What follows belongs to an exercise in optimizing a design on an open flow for small area, a short achievable clock period and few clock cycles per item; a production flow would make more cautious choices.
Where RTL was checked, it was by simulation tests only, not by an equivalence proof against the original.
Only the layout flow was run in run 2; the RTL was not checked for function there.

==> flow/design.v, too long to show whole: its modules and the start of the top module <==
// module spuc_mul53: 4379 lines
// module spuc_fmul_a: 58 lines
// module spuc_fmul_b: 35 lines
// module spuc_fadd: 63 lines
// module spuc_add: 25 lines
// module spuc_lzc64: 40 lines
// module spuc_addbk: 32 lines
// module spuc_correlator: 85 lines
module spuc_correlator (
    input  wire        clk,
    input  wire        rst,
    input  wire        in_valid,
    output reg         in_ready,
    input  wire [63:0] in_ref,
    input  wire [63:0] in_x,
    input  wire        in_neg,
    input  wire        in_last,
    output reg         out_valid,
    input  wire        out_ready,
    output reg  [63:0] out_corr,
    output reg         out_bit
);
  // ...
==> flow/flow/run.sh <==
#!/bin/bash
# Standard synthesis and layout (the standard.sh, step by step), with two
# changes to how the layout is made; the clock, the constraints and all flow
# scripts are unchanged:
# - the port buffers that the placement step inserts are buf_4 cells;
# - the timing repair steps over-fix setup: they keep working on a path
#   until it has SETUP_SLACK_MARGIN ns of slack at the design's period.
# Each step's output goes to its own log file here.
set -euo pipefail
export SETUP_SLACK_MARGIN=51.6
export BUFFER_PORTS_ARGS="-buffer_cell sky130_fd_sc_hd__buf_4"
bash standard.sh synth > synth.log 2>&1
bash standard.sh floorplan > floorplan.log 2>&1
bash standard.sh place > place.log 2>&1
bash standard.sh cts > cts.log 2>&1
bash standard.sh route > route.log 2>&1
bash standard.sh finish > finish.log 2>&1
==> flow/standard.sh <==
#!/bin/bash
# synth_recipe.tcl (not shown) runs the flow's synth.tcl, then flattens the netlist and writes it again
# the make line also repeats each setting of config.mk as NAME=value (left out here)
make -C /OpenROAD-flow-scripts/flow DESIGN_CONFIG=/design/flow/config.mk WORK_HOME=/design/flow/orfs CLKGATE_MAP_FILE= SYNTH_SCRIPT=/design/flow/synth_recipe.tcl "${@:-finish}"
==> flow/config.mk <==
export PLATFORM = sky130hd
export DESIGN_NAME = spuc_correlator
export DESIGN_NICKNAME = spuc_correlator
export VERILOG_FILES = /design/flow/design.v
export SDC_FILE = /design/flow/constraint.sdc
export NUM_CORES = 8
export LEC_CHECK = 0
export ABC_AREA = 1
export CAP_MARGIN = 20
export CORE_MARGIN = 2
export CORE_UTILIZATION = 35
export SLEW_MARGIN = 20
==> flow/constraint.sdc <==
create_clock -name core_clock -period 66.0 [get_ports {clk}]
set_input_delay 13.2000 -clock core_clock [delete_from_list [all_inputs] [get_ports {clk}]]
set_output_delay 13.2000 -clock core_clock [all_outputs]
set_load 0.01 [all_outputs]
==> notes.md, run 1 <==
most frequent cells in the layout 2366 x inv_1, 2241 x nand2_1, 1507 x xor2_1, 1372 x o22ai_1, 1349 x fa_1; # placed instances between 15000 and 20000; most instantiated library cell after synthesis inv_1; post-CTS sizing 275; Hold Path End s1_last$_DFF_P_; register area share after synthesis 0.0638; routed length per instance 28.7 um; most frequent cells after synthesis 2407 x inv_1, 2266 x nand2_1, 1515 x xor2_1; CTS Hold Bufs 0; unrepaired setup endpoints after global routing yes; Avg Inst Size Synth between 7 and 8 sq um; Top Usage Layer GRT met2; Final Max Slew Viols 0; CP cell instances buf_6; number of diodes 17; Synth Cell Area 104000 sq um; final setup violation count 0; placed instance area about 110000 sq um; status timing/DRC/antenna clean; Synth area leaders fa_1 26%, xor2_1 13%, inv_1 8.7%, o22ai_1 8.3%, nand2_1 8.2%; Slew headroom 0.146; I/O pin count 201; Fill cells approximately 31000; largest family of logic cells by synthesized area adder cells; Non-clk bufs just under 600; number of cells on the critical path 1; Slowest cell on crit path dfxtp_4; All-Layer GR Usage 0.333; Syn Inst Count about 15000; Data buffer area share 0.0506; Well Taps ~3900; Top class by area multi-input gates; metal3 WL 70.3 mm
Testbench counts, summed over its fixed seeds: cycles 17,807, items 17,761.
==> module spuc_fadd, before the edit <==
module spuc_fadd (
    input  wire [63:0] a,
    input  wire [63:0] b,
    output reg  [63:0] y
);
    wire a_nan = (&a[62:52]) && (a[51:0] != 0);
    wire b_nan = (&b[62:52]) && (b[51:0] != 0);
    wire a_inf = (&a[62:52]) && (a[51:0] == 0);
    wire b_inf = (&b[62:52]) && (b[51:0] == 0);
    wire [62:0] cmp_s;
    wire        a_ge_b;
    spuc_add #(63) u_cmp (.a(a[62:0]), .b(~b[62:0]), .ci(1'b1), .s(cmp_s), .co(a_ge_b));
    wire        swap = !a_ge_b;
    wire [63:0] p    = swap ? b : a;
    wire [63:0] q    = swap ? a : b;
    wire        sp = p[63];
    wire        pz = (p[62:52] == 11'd0);
    wire        qz = (q[62:52] == 11'd0);
    wire [10:0] ep = pz ? 11'd1 : p[62:52];
    wire        sub = a[63] ^ b[63];
    wire [10:0] xa  = (a[62:52] == 11'd0) ? 11'd1 : a[62:52];
    wire [10:0] xb  = (b[62:52] == 11'd0) ? 11'd1 : b[62:52];
    wire [10:0] dab = xa - xb;
    wire [10:0] dba = xb - xa;
    wire [10:0] d   = swap ? dba : dab;
    wire [5:0]  dc  = (d[10:6] != 5'd0) ? 6'd63 : d[5:0];
    reg  [56:0] qal;
    integer k;
    always @* begin
        qal = {1'b0, !qz, q[51:0], 3'b000};
        for (k = 0; k < 6; k = k + 1)
            if (dc[k])
                qal = (qal >> (1 << k)) | {56'd0, |(qal & ((57'd1 << (1 << k)) - 57'd1))};
    end
    wire [56:0] pal = {1'b0, !pz, p[51:0], 3'b000};
    wire [56:0] sum;
    wire        sum_co;
    spuc_add #(57) u_sum (.a(pal), .b(qal ^ {57{sub}}), .ci(sub), .s(sum), .co(sum_co));
    wire [6:0]  lz;
    spuc_lzc64 u_lz (.x({sum, 7'd0}), .n(lz));
    wire        lim = ({4'd0, lz} > ep);           
    wire [5:0]  sh  = lim ? ep[5:0] : lz[5:0];
    wire [56:0] sn  = sum << sh;
    wire [10:0] ep_p1 = ep + 11'd1;
    wire [10:0] fld = lim ? 11'd0 : ep_p1 - {4'd0, lz};
    wire [52:0] mant = sn[56:4];
    wire        g    = sn[3];
    wire        st   = |sn[2:0];
    wire        rnd  = g & (st | mant[0]);
    wire [62:0] res;
    wire        res_co;
    spuc_add #(63) u_rnd (.a({fld, mant[51:0]}), .b(63'd0), .ci(rnd), .s(res), .co(res_co));
    wire r_nan  = a_nan || b_nan || (a_inf && b_inf && sub);
    wire r_inf  = !r_nan && (a_inf || b_inf || fld == 11'h7FF);
    wire r_zero = !a_inf && !b_inf && (a[62:0] == b[62:0]) && (sub || a[62:0] == 63'd0);
    wire r_sign = a_inf ? a[63] : b_inf ? b[63] : sp;
    always @* begin
        y[63]    = !r_nan && r_sign && !(r_zero && sub);
        y[62:52] = (r_nan || r_inf) ? 11'h7FF : r_zero ? 11'd0 : res[62:52];
        y[51]    = r_nan || (!r_inf && !r_zero && res[51]);
        y[50:0]  = (r_nan || r_inf || r_zero) ? 51'd0 : res[50:0];
    end
endmodule
==> module spuc_correlator, before the edit <==
module spuc_correlator (
    input  wire        clk,
    input  wire        rst,
    input  wire        in_valid,
    output reg         in_ready,
    input  wire [63:0] in_ref,
    input  wire [63:0] in_x,
    input  wire        in_neg,
    input  wire        in_last,
    output reg         out_valid,
    input  wire        out_ready,
    output reg  [63:0] out_corr,
    output reg         out_bit
);
    wire accept = in_valid && in_ready;
    wire take   = out_valid && out_ready;
    reg        s0_v, s0_last;
    reg [63:0] s0_a, s0_b;
    always @(posedge clk) begin
        s0_a    <= in_ref;
        s0_b    <= {in_x[63] ^ in_neg, in_x[62:0]};
        s0_last <= in_last;
        s0_v    <= accept && !rst;
    end
    wire [105:0] m_prod;
    wire         m_sy, m_uf, m_st0, m_ovf0, m_ovf1;
    wire [1:0]   m_cls;
    wire [6:0]   m_l0;
    wire [10:0]  m_ef;
    spuc_fmul_a u_mula (.a(s0_a), .b(s0_b), .prod(m_prod), .sy(m_sy), .cls(m_cls),
                        .uf(m_uf), .l0(m_l0), .st0(m_st0), .ef(m_ef),
                        .ovf0(m_ovf0), .ovf1(m_ovf1));
    wire [63:0] prod;
    spuc_fmul_b u_mulb (.prod(m_prod), .sy(m_sy & s0_v), .cls(s0_v ? m_cls : 2'd1),
                        .uf(m_uf), .l0(m_l0), .st0(m_st0), .ef(m_ef),
                        .ovf0(m_ovf0), .ovf1(m_ovf1), .y(prod));
    reg        s1_v, s1_last;
    reg [63:0] s1_p;
    always @(posedge clk) begin
        s1_p    <= prod;
        s1_last <= s0_last;
        s1_v    <= s0_v && !rst;
    end
    reg  [63:0] acc;
    reg         fresh, done;
    wire [63:0] sum;
    wire        start = s1_v && fresh;
    spuc_fadd u_add (.a(acc & {64{!start}}), .b(s1_p), .y(sum));
    wire move = done && !out_valid;
    wire acc_nan = (&acc[62:52]) && (acc[51:0] != 0);
    wire acc_gt0 = !acc[63] && (acc[62:0] != 0) && !acc_nan;
    always @(posedge clk) begin
        acc <= sum;
        if (rst) begin
            out_corr  <= 64'd0;
            out_bit   <= 1'b0;
            fresh     <= 1'b1;
            done      <= 1'b0;
            out_valid <= 1'b0;
        end else begin
            if (s1_v)
                fresh <= s1_last;
            if (s1_v && s1_last)
                done <= 1'b1;
            else if (move)
                done <= 1'b0;
            out_valid <= move || (out_valid && !out_ready);
            if (move) begin
                out_corr <= acc;
                out_bit  <= acc_gt0;
            end
        end
    end
    reg  [1:0] nres;
    wire [1:0] nres_next = nres + {1'b0, accept && in_last} - {1'b0, take};
    always @(posedge clk) begin
        if (rst) begin
            nres     <= 2'd0;
            in_ready <= 1'b1;
        end else begin
            nres     <= nres_next;
            in_ready <= (nres_next != 2'd2);
        end
    end
endmodule
==> run 2: changes to the inputs <==
--- a/flow/design.v
+++ b/flow/design.v
@@ -4369,50 +4369,40 @@
     wire t2799 = t2594 ^ t2595 ^ 1'b1;
     wire t2800 = (t2594 & t2595) | (t2594 & 1'b1) | (t2595 & 1'b1);
     wire t2801 = t2596 ^ ns25 ^ pp26_52;
     wire t2802 = (t2596 & ns25) | (t2596 & pp26_52) | (ns25 & pp26_52);
     wire t2803 = pp26_53 ^ 1'b1;
     wire t2804 = pp26_53 & 1'b1;
     wire [105:0] r0 = {t2802, t2800, t2798, t2796, t2794, t2792, t2790, t2788, t2786, t2784, t2782, t2780, t2778, t2776, t2774, t2772, t2770, t2768, t2766, t2764, t2762, t2760, t2758, t2756, t2754, t2752, t2750, t2748, t2746, t2744, t2742, t2740, t2738, t2736, t2734, t2732, t2730, t2728, t2726, t2724, t2722, t2720, t2718, t2716, t2714, t2712, t2710, t2708, t2706, t2704, t2702, t2700, t2698, t2696, t2694, t2692, t2690, t2688, t2686, t2684, t2682, t2680, t2678, t2676, t2674, t2672, t2670, t2668, t2666, t2664, t2662, t2660, t2658, t2656, t2654, t2652, t2650, t2648, t2646, t2644, t2642, t2640, t2638, t2636, t2634, t2632, t2630, t2628, t2626, t2624, t2622, t2620, t2618, t2616, t2614, t2612, t2610, t2608, t2606, t2604, t2602, t2600, t2598, t2597, pp0_1, pp0_0};
     wire [105:0] r1 = {t2803, t2801, t2799, t2797, t2795, t2793, t2791, t2789, t2787, t2785, t2783, t2781, t2779, t2777, t2775, t2773, t2771, t2769, t2767, t2765, t2763, t2761, t2759, t2757, t2755, t2753, t2751, t2749, t2747, t2745, t2743, t2741, t2739, t2737, t2735, t2733, t2731, t2729, t2727, t2725, t2723, t2721, t2719, t2717, t2715, t2713, t2711, t2709, t2707, t2705, t2703, t2701, t2699, t2697, t2695, t2693, t2691, t2689, t2687, t2685, t2683, t2681, t2679, t2677, t2675, t2673, t2671, t2669, t2667, t2665, t2663, t2661, t2659, t2657, t2655, t2653, t2651, t2649, t2647, t2645, t2643, t2641, t2639, t2637, t2635, t2633, t2631, t2629, t2627, t2625, t2623, t2621, t2619, t2617, t2615, t2613, t2611, t2609, t2607, t2605, t2603, t2601, t2599, neg1, 1'b0, neg0};
-    wire co;
-    spuc_addbk #(106) u_add (.a(r0), .b(r1), .ci(1'b0), .s(p), .co(co));
+    assign p = r0 + r1;
 endmodule
-module spuc_fmul_a (
-    input  wire [63:0]  a,
-    input  wire [63:0]  b,
-    output wire [105:0] prod,
-    output wire         sy,
-    output wire [1:0]   cls,      
-    output wire         uf,       
-    output wire [6:0]   l0,       
-    output wire         st0,      
-    output wire [10:0]  ef,       
-    output wire         ovf0,     
-    output wire         ovf1      
+module spuc_fmul (
+    input  wire [63:0] a,
+    input  wire [63:0] b,
+    output reg  [63:0] y
 );
+    localparam [63:0] QNAN = 64'h7FF8000000000000;
+    wire        sy = a[63] ^ b[63];
     wire [10:0] ea = a[62:52];
     wire [10:0] eb = b[62:52];
     wire        za = (ea == 11'd0);
     wire        zb = (eb == 11'd0);
     wire        fa0 = (a[51:0] == 52'd0);
     wire        fb0 = (b[51:0] == 52'd0);
     wire        a_nan  = (&ea) & !fa0;
     wire        b_nan  = (&eb) & !fb0;
     wire        a_inf  = (&ea) & fa0;
     wire        b_inf  = (&eb) & fb0;
     wire        a_zero = za & fa0;
     wire        b_zero = zb & fb0;
-    assign sy  = a[63] ^ b[63];
-    assign cls = (a_nan || b_nan || (a_inf && b_zero) || (a_zero && b_inf)) ? 2'd3 :
-                 (a_inf || b_inf) ? 2'd2 :
-                 (a_zero || b_zero) ? 2'd1 : 2'd0;
     wire [52:0] ma = {!za, a[51:0]};
     wire [52:0] mb = {!zb, b[51:0]};
+    wire [105:0] prod;
     spuc_mul53 u_mul (.a(ma), .b(mb), .p(prod));
     reg  [5:0] lza, lzb, tza, tzb;
     integer i;
     always @* begin
         lza = 6'd0; lzb = 6'd0; tza = 6'd0; tzb = 6'd0;
         for (i = 0; i <= 52; i = i + 1) begin
             if (ma[i]) lza = 6'd52 - i[5:0];
             if (mb[i]) lzb = 6'd52 - i[5:0];
@@ -4421,219 +4411,103 @@
             if (ma[i]) tza = i[5:0];
             if (mb[i]) tzb = i[5:0];
         end
     end
     wire [6:0]  lzs = {1'b0, lza} + {1'b0, lzb};
     wire [6:0]  tzs = {1'b0, tza} + {1'b0, tzb};
     wire [11:0] xs = {1'b0, za ? 11'd1 : ea} + {1'b0, zb ? 11'd1 : eb};
     wire signed [13:0] t  = $signed({2'b00, xs}) - $signed({7'd0, lzs});
-    wire signed [13:0] e0 = t - 14'sd1023;
-    wire [11:0] u  = 12'd1076 - xs;
-    assign uf   = (t < 14'sd1024);
-    assign l0   = uf ? ((u > 12'd127) ? 7'd127 : u[6:0]) : (7'd52 - lzs);
-    assign st0  = ({1'b0, tzs} + 8'd1) < {1'b0, l0};
-    assign ef   = e0[10:0];
-    assign ovf0 = (e0 > 14'sd2046);
-    assign ovf1 = (e0 > 14'sd2045);
-endmodule
-module spuc_fmul_b (
-    input  wire [105:0] prod,
-    input  wire         sy,
-    input  wire [1:0]   cls,
-    input  wire         uf,
-    input  wire [6:0]   l0,
-    input  wire         st0,
-    input  wire [10:0]  ef,
-    input  wire         ovf0,
-    input  wire         ovf1,
-    output reg  [63:0]  y
-);
+    wire        uf = (t < 14'sd1024);                  
+    wire signed [13:0] e0 = t - 14'sd1023;             
+    wire [11:0] u  = 12'd1076 - xs;                    
+    wire [6:0]  l0 = uf ? ((u > 12'd127) ? 7'd127 : u[6:0]) : (7'd52 - lzs);
     wire [106:0] pw  = {prod, 1'b0} >> l0;
     wire [54:0]  w   = pw[54:0];
     wire         sh1 = !uf & w[54];
     wire [52:0]  mant = sh1 ? w[54:2] : w[53:1];
     wire         g    = sh1 ? w[1] : w[0];
+    wire         st0  = ({1'b0, tzs} + 8'd1) < {1'b0, l0};
     wire         st   = st0 | (sh1 & w[0]);
     wire         rnd  = g & (st | mant[0]);
-    wire         ovf  = !uf & (sh1 ? ovf1 : ovf0);
-    wire [10:0]  e1   = ef + {10'd0, sh1};
-    wire [62:0]  pk   = uf ? {10'd0, mant} : {e1, mant[51:0]};
-    wire [62:0]  res;
-    wire         res_co;
-    spuc_add #(63) u_rnd (.a(pk), .b(63'd0), .ci(rnd), .s(res), .co(res_co));
-    wire r_nan  = (cls == 2'd3);
-    wire r_inf  = (cls == 2'd2) || (cls == 2'd0 && ovf);
-    wire r_zero = (cls == 2'd1);
-    always @* begin
-        y[63]    = !r_nan && sy;
-        y[62:52] = (r_nan || r_inf) ? 11'h7FF : r_zero ? 11'd0 : res[62:52];
-        y[51]    = r_nan || (!r_inf && !r_zero && res[51]);
-        y[50:0]  = (r_nan || r_inf || r_zero) ? 51'd0 : res[50:0];
+    wire signed [13:0] e1 = e0 + {13'd0, sh1};
+    wire         ovf  = !uf & (e1 > 14'sd2046);
+    wire [62:0]  pk = uf ? {10'd0, mant} : {e1[10:0], mant[51:0]};
+    wire [62:0]  res = pk + {62'd0, rnd};
+    always @* begin
+        if (a_nan || b_nan || (a_inf && b_zero) || (a_zero && b_inf))
+            y = QNAN;
+        else if (a_inf || b_inf || ovf)
+            y = {sy, 11'h7FF, 52'd0};
+        else if (a_zero || b_zero)
+            y = {sy, 63'd0};
+        else
+            y = {sy, res};
     end
 endmodule
 module spuc_fadd (
     input  wire [63:0] a,
     input  wire [63:0] b,
     output reg  [63:0] y
 );
+    localparam [63:0] QNAN = 64'h7FF8000000000000;
     wire a_nan = (&a[62:52]) && (a[51:0] != 0);
     wire b_nan = (&b[62:52]) && (b[51:0] != 0);
     wire a_inf = (&a[62:52]) && (a[51:0] == 0);
     wire b_inf = (&b[62:52]) && (b[51:0] == 0);
-    wire [62:0] cmp_s;
-    wire        a_ge_b;
-    spuc_add #(63) u_cmp (.a(a[62:0]), .b(~b[62:0]), .ci(1'b1), .s(cmp_s), .co(a_ge_b));
-    wire        swap = !a_ge_b;
+    wire        swap = b[62:0] > a[62:0];
     wire [63:0] p    = swap ? b : a;
     wire [63:0] q    = swap ? a : b;
     wire        sp = p[63];
     wire        pz = (p[62:52] == 11'd0);
     wire        qz = (q[62:52] == 11'd0);
     wire [10:0] ep = pz ? 11'd1 : p[62:52];
-    wire        sub = a[63] ^ b[63];
-    wire [10:0] xa  = (a[62:52] == 11'd0) ? 11'd1 : a[62:52];
-    wire [10:0] xb  = (b[62:52] == 11'd0) ? 11'd1 : b[62:52];
-    wire [10:0] dab = xa - xb;
-    wire [10:0] dba = xb - xa;
-    wire [10:0] d   = swap ? dba : dab;
+    wire [10:0] eq = qz ? 11'd1 : q[62:52];
+    wire        sub = p[63] ^ q[63];
+    wire [10:0] d   = ep - eq;
     wire [5:0]  dc  = (d[10:6] != 5'd0) ? 6'd63 : d[5:0];
     reg  [56:0] qal;
     integer k;
     always @* begin
         qal = {1'b0, !qz, q[51:0], 3'b000};
         for (k = 0; k < 6; k = k + 1)
             if (dc[k])
                 qal = (qal >> (1 << k)) | {56'd0, |(qal & ((57'd1 << (1 << k)) - 57'd1))};
     end
     wire [56:0] pal = {1'b0, !pz, p[51:0], 3'b000};
-    wire [56:0] sum;
-    wire        sum_co;
-    spuc_add #(57) u_sum (.a(pal), .b(qal ^ {57{sub}}), .ci(sub), .s(sum), .co(sum_co));
-    wire [6:0]  lz;
-    spuc_lzc64 u_lz (.x({sum, 7'd0}), .n(lz));
-    wire        lim = ({4'd0, lz} > ep);           
-    wire [5:0]  sh  = lim ? ep[5:0] : lz[5:0];
+    wire [56:0] sum = sub ? (pal - qal) : (pal + qal);
+    reg  [5:0] lz;
+    integer i;
+    always @* begin
+        lz = 6'd57;
+        for (i = 0; i <= 56; i = i + 1)
+            if (sum[i]) lz = 6'd56 - i[5:0];
+    end
+    wire [5:0]  sh  = ({5'd0, ep} < {5'd0, lz}) ? ep[5:0] : lz;
     wire [56:0] sn  = sum << sh;
-    wire [10:0] ep_p1 = ep + 11'd1;
-    wire [10:0] fld = lim ? 11'd0 : ep_p1 - {4'd0, lz};
+    wire [11:0] fld = {1'b0, ep} - {6'd0, sh} + {11'd0, sn[56]};
     wire [52:0] mant = sn[56:4];
     wire        g    = sn[3];
     wire        st   = |sn[2:0];
     wire        rnd  = g & (st | mant[0]);
-    wire [62:0] res;
-    wire        res_co;
-    spuc_add #(63) u_rnd (.a({fld, mant[51:0]}), .b(63'd0), .ci(rnd), .s(res), .co(res_co));
-    wire r_nan  = a_nan || b_nan || (a_inf && b_inf && sub);
-    wire r_inf  = !r_nan && (a_inf || b_inf || fld == 11'h7FF);
-    wire r_zero = !a_inf && !b_inf && (a[62:0] == b[62:0]) && (sub || a[62:0] == 63'd0);
-    wire r_sign = a_inf ? a[63] : b_inf ? b[63] : sp;
-    always @* begin
-        y[63]    = !r_nan && r_sign && !(r_zero && sub);
-        y[62:52] = (r_nan || r_inf) ? 11'h7FF : r_zero ? 11'd0 : res[62:52];
-        y[51]    = r_nan || (!r_inf && !r_zero && res[51]);
-        y[50:0]  = (r_nan || r_inf || r_zero) ? 51'd0 : res[50:0];
-    end
-endmodule
-module spuc_add #(parameter W = 8) (
-    input  wire [W-1:0] a,
-    input  wire [W-1:0] b,
-    input  wire         ci,
-    output wire [W-1:0] s,
-    output wire         co
-);
-    localparam L = 7;                    
-    wire [W:0] g0 = {a & b, ci};
-    wire [W:0] p0 = {a ^ b, 1'b0};
-    reg  [W:0] g, p;
-    integer l, i;
+    wire [62:0] res  = {fld[10:0], mant[51:0]} + {62'd0, rnd};
     always @* begin
-        g = g0;
-        p = p0;
-        for (l = 0; l < L; l = l + 1)
-            for (i = 0; i <= W; i = i + 1)
-                if (i[l] && (((i >> l) << l) >= 1)) begin
-                    g[i] = g[i] | (p[i] & g[((i >> l) << l) - 1]);
-                    p[i] = p[i] & p[((i >> l) << l) - 1];
-                end
+        if (a_nan || b_nan || (a_inf && b_inf && (a[63] != b[63])))
+            y = QNAN;
+        else if (a_inf)
+            y = a;
+        else if (b_inf)
+            y = b;
+        else if (sum == 57'd0)
+            y = {sub ? 1'b0 : sp, 63'd0};
+        else if (fld[10:0] == 11'h7FF)
+            y = {sp, 11'h7FF, 52'd0};
+        else
+            y = {sp, res};
     end
-    assign s  = p0[W:1] ^ g[W-1:0];
-    assign co = g[W];
-endmodule
-module spuc_lzc64 (
-    input  wire [63:0] x,
-    output wire [6:0]  n
-);
-    wire [31:0] v1;
-    wire [31:0] c1;
-    genvar j;
-    generate
-        for (j = 0; j < 32; j = j + 1) begin : l1
-            assign v1[j] = x[2*j+1] | x[2*j];
-            assign c1[j] = !x[2*j+1];
-        end
-    endgenerate
-    wire [15:0] v2;  wire [31:0] c2;
-    wire [7:0]  v3;  wire [23:0] c3;
-    wire [3:0]  v4;  wire [15:0] c4;
-    wire [1:0]  v5;  wire [9:0]  c5;
-    wire        v6;  wire [5:0]  c6;
-    generate
-        for (j = 0; j < 16; j = j + 1) begin : l2
-            assign v2[j] = v1[2*j+1] | v1[2*j];
-            assign c2[2*j+1:2*j] = v1[2*j+1] ? {1'b0, c1[2*j+1]} : {1'b1, c1[2*j]};
-        end
-        for (j = 0; j < 8; j = j + 1) begin : l3
-            assign v3[j] = v2[2*j+1] | v2[2*j];
-            assign c3[3*j+2:3*j] = v2[2*j+1] ? {1'b0, c2[4*j+3:4*j+2]} : {1'b1, c2[4*j+1:4*j]};
-        end
-        for (j = 0; j < 4; j = j + 1) begin : l4
-            assign v4[j] = v3[2*j+1] | v3[2*j];
-            assign c4[4*j+3:4*j] = v3[2*j+1] ? {1'b0, c3[6*j+5:6*j+3]} : {1'b1, c3[6*j+2:6*j]};
-        end
-        for (j = 0; j < 2; j = j + 1) begin : l5
-            assign v5[j] = v4[2*j+1] | v4[2*j];
-            assign c5[5*j+4:5*j] = v4[2*j+1] ? {1'b0, c4[8*j+7:8*j+4]} : {1'b1, c4[8*j+3:8*j]};
-        end
-    endgenerate
-    assign v6 = v5[1] | v5[0];
-    assign c6 = v5[1] ? {1'b0, c5[9:5]} : {1'b1, c5[4:0]};
-    assign n  = v6 ? {1'b0, c6} : 7'd64;
-endmodule
-module spuc_addbk #(parameter W = 8) (
-    input  wire [W-1:0] a,
-    input  wire [W-1:0] b,
-    input  wire         ci,
-    output wire [W-1:0] s,
-    output wire         co
-);
-    localparam N = W + 1;
-    localparam L = 7;                    
-    wire [W:0] g0 = {a & b, ci};
-    wire [W:0] p0 = {a ^ b, 1'b0};
-    reg  [W:0] g, p;
-    integer l, i;
-    always @* begin
-        g = g0;
-        p = p0;
-        for (l = 0; l < L; l = l + 1)
-            for (i = 0; i < N; i = i + 1)
-                if (((i + 1) % (2 << l)) == 0) begin
-                    g[i] = g[i] | (p[i] & g[i - (1 << l)]);
-                    p[i] = p[i] & p[i - (1 << l)];
-                end
-        for (l = L - 2; l >= 0; l = l - 1)
-            for (i = 0; i < N; i = i + 1)
-                if (((i + 1) % (2 << l)) == (1 << l) && i >= (2 << l)) begin
-                    g[i] = g[i] | (p[i] & g[i - (1 << l)]);
-                    p[i] = p[i] & p[i - (1 << l)];
-                end
-    end
-    assign s  = p0[W:1] ^ g[W-1:0];
-    assign co = g[W];
 endmodule
 module spuc_correlator (
     input  wire        clk,
     input  wire        rst,
     input  wire        in_valid,
     output reg         in_ready,
     input  wire [63:0] in_ref,
     input  wire [63:0] in_x,
@@ -4649,63 +4523,51 @@
     reg        s0_v, s0_last;
     reg [63:0] s0_a, s0_b;
     always @(posedge clk) begin
         s0_a    <= in_ref;
         s0_b    <= {in_x[63] ^ in_neg, in_x[62:0]};
         s0_last <= in_last;
         s0_v    <= accept && !rst;
     end
-    wire [105:0] m_prod;
-    wire         m_sy, m_uf, m_st0, m_ovf0, m_ovf1;
-    wire [1:0]   m_cls;
-    wire [6:0]   m_l0;
-    wire [10:0]  m_ef;
-    spuc_fmul_a u_mula (.a(s0_a), .b(s0_b), .prod(m_prod), .sy(m_sy), .cls(m_cls),
-                        .uf(m_uf), .l0(m_l0), .st0(m_st0), .ef(m_ef),
-                        .ovf0(m_ovf0), .ovf1(m_ovf1));
     wire [63:0] prod;
-    spuc_fmul_b u_mulb (.prod(m_prod), .sy(m_sy & s0_v), .cls(s0_v ? m_cls : 2'd1),
-                        .uf(m_uf), .l0(m_l0), .st0(m_st0), .ef(m_ef),
-                        .ovf0(m_ovf0), .ovf1(m_ovf1), .y(prod));
+    spuc_fmul u_mul (.a(s0_a), .b(s0_b), .y(prod));
     reg        s1_v, s1_last;
     reg [63:0] s1_p;
     always @(posedge clk) begin
         s1_p    <= prod;
         s1_last <= s0_last;
         s1_v    <= s0_v && !rst;
     end
     reg  [63:0] acc;
     reg         fresh, done;
     wire [63:0] sum;
-    wire        start = s1_v && fresh;
-    spuc_fadd u_add (.a(acc & {64{!start}}), .b(s1_p), .y(sum));
+    spuc_fadd u_add (.a(fresh ? 64'd0 : acc), .b(s1_p), .y(sum));
     wire move = done && !out_valid;
     wire acc_nan = (&acc[62:52]) && (acc[51:0] != 0);
     wire acc_gt0 = !acc[63] && (acc[62:0] != 0) && !acc_nan;
     always @(posedge clk) begin
-        acc <= sum;
+        if (s1_v)
+            acc <= sum;
+        if (move) begin
+            out_corr <= acc;
+            out_bit  <= acc_gt0;
+        end
         if (rst) begin
-            out_corr  <= 64'd0;
-            out_bit   <= 1'b0;
             fresh     <= 1'b1;
             done      <= 1'b0;
             out_valid <= 1'b0;
         end else begin
             if (s1_v)
                 fresh <= s1_last;
             if (s1_v && s1_last)
                 done <= 1'b1;
             else if (move)
                 done <= 1'b0;
             out_valid <= move || (out_valid && !out_ready);
-            if (move) begin
-                out_corr <= acc;
-                out_bit  <= acc_gt0;
-            end
         end
     end
     reg  [1:0] nres;
     wire [1:0] nres_next = nres + {1'b0, accept && in_last} - {1'b0, take};
     always @(posedge clk) begin
         if (rst) begin
             nres     <= 2'd0;
             in_ready <= 1'b1;
==> flow/run.sh (new file) <==
#!/bin/bash
# synth_recipe.tcl (not shown) runs the flow's synth.tcl, then flattens the netlist and writes it again
# the make line also repeats each setting of config.mk as NAME=value (left out here)
make -C /OpenROAD-flow-scripts/flow DESIGN_CONFIG=/design/flow/config.mk WORK_HOME=/design/flow/orfs CLKGATE_MAP_FILE= SYNTH_SCRIPT=/design/flow/synth_recipe.tcl finish
==> flow/config.mk (replaced) <==
export PLATFORM = sky130hd
export DESIGN_NAME = spuc_correlator
export DESIGN_NICKNAME = spuc_correlator
export VERILOG_FILES = /design/flow/design.v
export SDC_FILE = /design/flow/constraint.sdc
export NUM_CORES = 8
export LEC_CHECK = 0
export ABC_AREA = 1
export CAP_MARGIN = 20
export CORE_MARGIN = 2
export CORE_UTILIZATION = 30
export SLEW_MARGIN = 20
removed: flow/flow/run.sh
removed: flow/standard.sh
==> run 2 against run 1 <==
Still clean. Synthesized cell count grew 2.8%. Register-to-register slack lost 9.5 ns. Area after synthesis grew 2.7%. Non-clock buffer count down 74. Routed wire length is 10% higher.
==> notes.md, run 2 <==
CTS Buf Count 47 (was 44); die footprint 360000 sq um (was 301000 sq um); most frequent cells in the layout 2306 x nand2_1, 2294 x inv_1, 1534 x xor2_1, 1374 x o22ai_1, 1294 x fa_1 (was 2366 x inv_1, 2241 x nand2_1, 1507 x xor2_1, 1372 x o22ai_1, 1349 x fa_1); Synth area leaders fa_1 24%, xor2_1 13%, inv_1 8.2%, nand2_1 8.1%, o22ai_1 8.1% (was fa_1 26%, xor2_1 13%, inv_1 8.7%, o22ai_1 8.3%, nand2_1 8.2%); Slew headroom 0.144 (was 0.146); Avg Inst Size Synth 7.07 sq um (was 7.08 sq um); Reg clk slew, reported paths 0.07 ns (was 0.06 ns); unrepaired setup endpoints after global routing no (was yes); post-CTS sizing 0 (was 275); area share of the largest cell type after synthesis 0.243 (was 0.260); Setup Buffers After CTS 0 (was 19); CP top delay family simple AND/OR/NAND/NOR gates (was flip-flops); mux cell area share after synthesis 0.00563 (was 0.00194); routed length per instance 29.7 um (was 28.7 um); utilization after layout 0.324 (was 0.384); status timing/DRC/antenna clean (unchanged); GRT overflow 0 (unchanged); post-synthesis xor/xnor area fraction 0.132 (was 0.133); Register Area 7940 sq um (was 6750 sq um); initial antenna violation count 47 (was 26); All-Layer GR Usage 0.309 (was 0.333); min-delay worst type register to register (unchanged); I/O Buffers 200 (unchanged); most frequent cells after synthesis 2321 x inv_1, 2309 x nand2_1, 1534 x xor2_1 (was 2407 x inv_1, 2266 x nand2_1, 1515 x xor2_1); f_max 42.5 MHz (was 69.1 MHz); Clock Latency Late Sink 0.79 ns (was 0.73 ns); Post-Syn Nets 17000 (was 16600); final worst-path cycle share 0.357 (was 0.219); Synth Cell Area 107000 sq um (was 104000 sq um); clock buffer depth 3 (unchanged); Final Max Slew Viols 0 (unchanged); Final ANT Viol Nets 0 (unchanged); Via density 5.86 (was 5.99); WP data arrival 24.03 ns (was 1.28 ns); Final Hold Fails 0 (unchanged); setup TNS 0 ns (unchanged); largest net degree at the start of global routing 105 (was 114); max_cap viols 0 (unchanged); Sinks on Clock Net 331 (unchanged); H-tree levels 2 (unchanged); Slowest cell on crit path clkinv_2 (was dfxtp_4); row count 218 (was 199); final setup violation count 0 (unchanged); ys flop type dfxtp_1 (unchanged); WL final 574 mm (was 521 mm); critical path peak fanout 93 (was 2); Clock Tree Root clkbuf_16 (unchanged); Critical Path RT 66.49 ns (was 52.80 ns); Area Growth Syn to Fin 7.25% (was 8.83%); clk_skew 0.0914 ns (was 0.0833 ns); CTS Hold Bufs 0 (unchanged); Final Critical Period 23.54 ns (was 14.48 ns); leading area contributor after synthesis fa_1 (unchanged); Post-Synth Adder-Cell Area 0.297 (was 0.315); worst slew pin tran 1.28 ns (was 1.27 ns); Synthesis Warnings 3 (was 7); DP Wirelength 426 mm (was 369 mm); Synth Area in Simple Gates 0.188 (was 0.183); die width 600 um (was 549 um); most used cell, CP nand2_1; Starting DRT DRC Count 15500 (was 14700); register area share after synthesis 0.0742 (was 0.0638); RD Place Congestion 1.05 (was 1.03); number of iterations in the first detailed-routing pass 9 (was 14); # DRC 0 (unchanged); commonest non-fill, non-tap cell in the layout nand2_1 (was inv_1); critical path class register to register (was register to output port); Startpoint Class register (unchanged); crit-path max cell delay 0.92 ns (was 0.43 ns); nets@finish 16400 (was 16100); largest family of logic cells by synthesized area adder cells (unchanged); vias in the first global route 110000 (was 105000); CP Capture Type register (was output port); CTS tree yes (unchanged); Core ar. 353000 sq um (was 295000 sq um); Yosys cell types 91 (was 79); total number of vias 113000 (was 109000); Multi-input gate area 85300 sq um (was 84400 sq um); most instantiated library cell after synthesis inv_1 (unchanged); Post-synth EDFFs 129 (was 0); Die Y 600 um (was 549 um); Compound-Gate Fraction of Synth Area 0.173 (was 0.167); I/O pin count 201 (unchanged); Fill cells 38400 (was 31300); ratio of cells with drive above 1 in the final layout 0.0512 (was 0.0845); initial core utilization 0.302 (was 0.353); Syn Inst Count 15100 (was 14700); post-synthesis register bit count 331 (unchanged); critical path buffer and inverter count 21 (was 1); first-pass GRT wire length 806 mm (was 735 mm); asr flop ratio synth 0 (unchanged)
-- run 2: cell types whose count changed after synthesis, sizes merged, moves of 19 or more --
cell    before   now
nor2       682   812
fa        1350  1294
mux2i       19    60
nand3      936  1081
inv       2485  2402
o21ai      859   898
buf        336   355
xor2      1515  1540
a21oi      402   538
edfxtp       0   129
clkbuf     779   754
nand2     2306  2341
nand3b      26     5
dfxtp      331   202
-- run 2: layout make-up --
| type | count | share of cell area |
|---|---|---|
| antenna | 47 | 0.00103 |
| tap | 4730 | 0.0517 |
| sequential | 331 | 0.0694 |
| timing repair buffer | 506 | 0.0378 |
| multi-input combinational | 11200 | 0.745 |
| inverter | 2443 | 0.0803 |
| clock buffer | 54 | 0.0110 |
| clock inverter | 33 | 0.00348 |
-- run 2: through the flow --
| stage | setup slack, ns | cells | area (sq um) | hold slack (ns) |
|---|---|---|---|---|
| after floorplan | 50.16 | 15100 | 107000 | 0.310 |
| after global placement | 42.95 | 19200 | 113000 | 0.317 |
| after detailed placement | 42.90 | 19200 | 113000 | 0.313 |
| after CTS | 42.77 | 19300 | 114000 | 0.327 |
| after global routing | 40.68 | 19300 | 114000 | 0.334 |
| final | 42.46 | 19300 | 114000 | 0.330 |
-- run 2: kinds of logic after synthesis --
family	count (synthesis)
adder cells (fa/ha/maj)	1755
XOR/XNOR	1598
AO/OA/AOI/OAI	3149
multiplexers	60
AND/OR/NAND/NOR	4633
buffers and inverters	3555
flip-flops	331
-- run 2: final timing paths --
| kind | end | slack, ns | startpoint | cells past startpoint |
|---|---|---|---|---|
| hold reg to reg | s1_last$_DFF_P_ | 0.33 | s0_last$_DFF_P_ | 0 |
| setup / recovery | acc[4]$_SDFFCE_PP0P_ | 42.46 | fresh$_SDFFE_PP1P_ | 111 |
| hold / removal | s1_last$_DFF_P_ | 0.33 | s0_last$_DFF_P_ | 0 |
| setup reg to reg | acc[4]$_SDFFCE_PP0P_ | 42.46 | fresh$_SDFFE_PP1P_ | 111 |
-- run 2: per-layer routing --
layer / share of wire / GRT usage
met3: 0.13 / 0.118
met4: 0.093 / 0.228
met1: 0.36 / 0.364
met2: 0.41 / 0.456
met5: 0.0017 / 0.0151

re-timing with driven ports:
Ports are ideal in the flow. The routed layouts listed here were re-timed in OpenROAD.
Step 1, drivers: a clkbuf_16 drives clk and a buf_2 each remaining input, both assumed.
Step 2 times the ports against the registers' clock, not the clock port: input delays grow and output delays shrink by t, the midpoint of the rising clock arrivals with the driver on.
Slacks: ideal / step 1 / step 2; pairs: ideal / step 1.
run | t (ns) | setup WS [ns] | worst setup path after step 2
run 1 | 0.790 | 51.521 / 51.422 / 51.497 | input to register
run 2 | 0.833 | 42.462 / 42.462 / 42.462 | register to register
After both steps setup and hold are still met in every run listed. The setup slack of run 1, which loses most, moves by -0.099 ns with the drivers and by -0.024 ns with both steps.
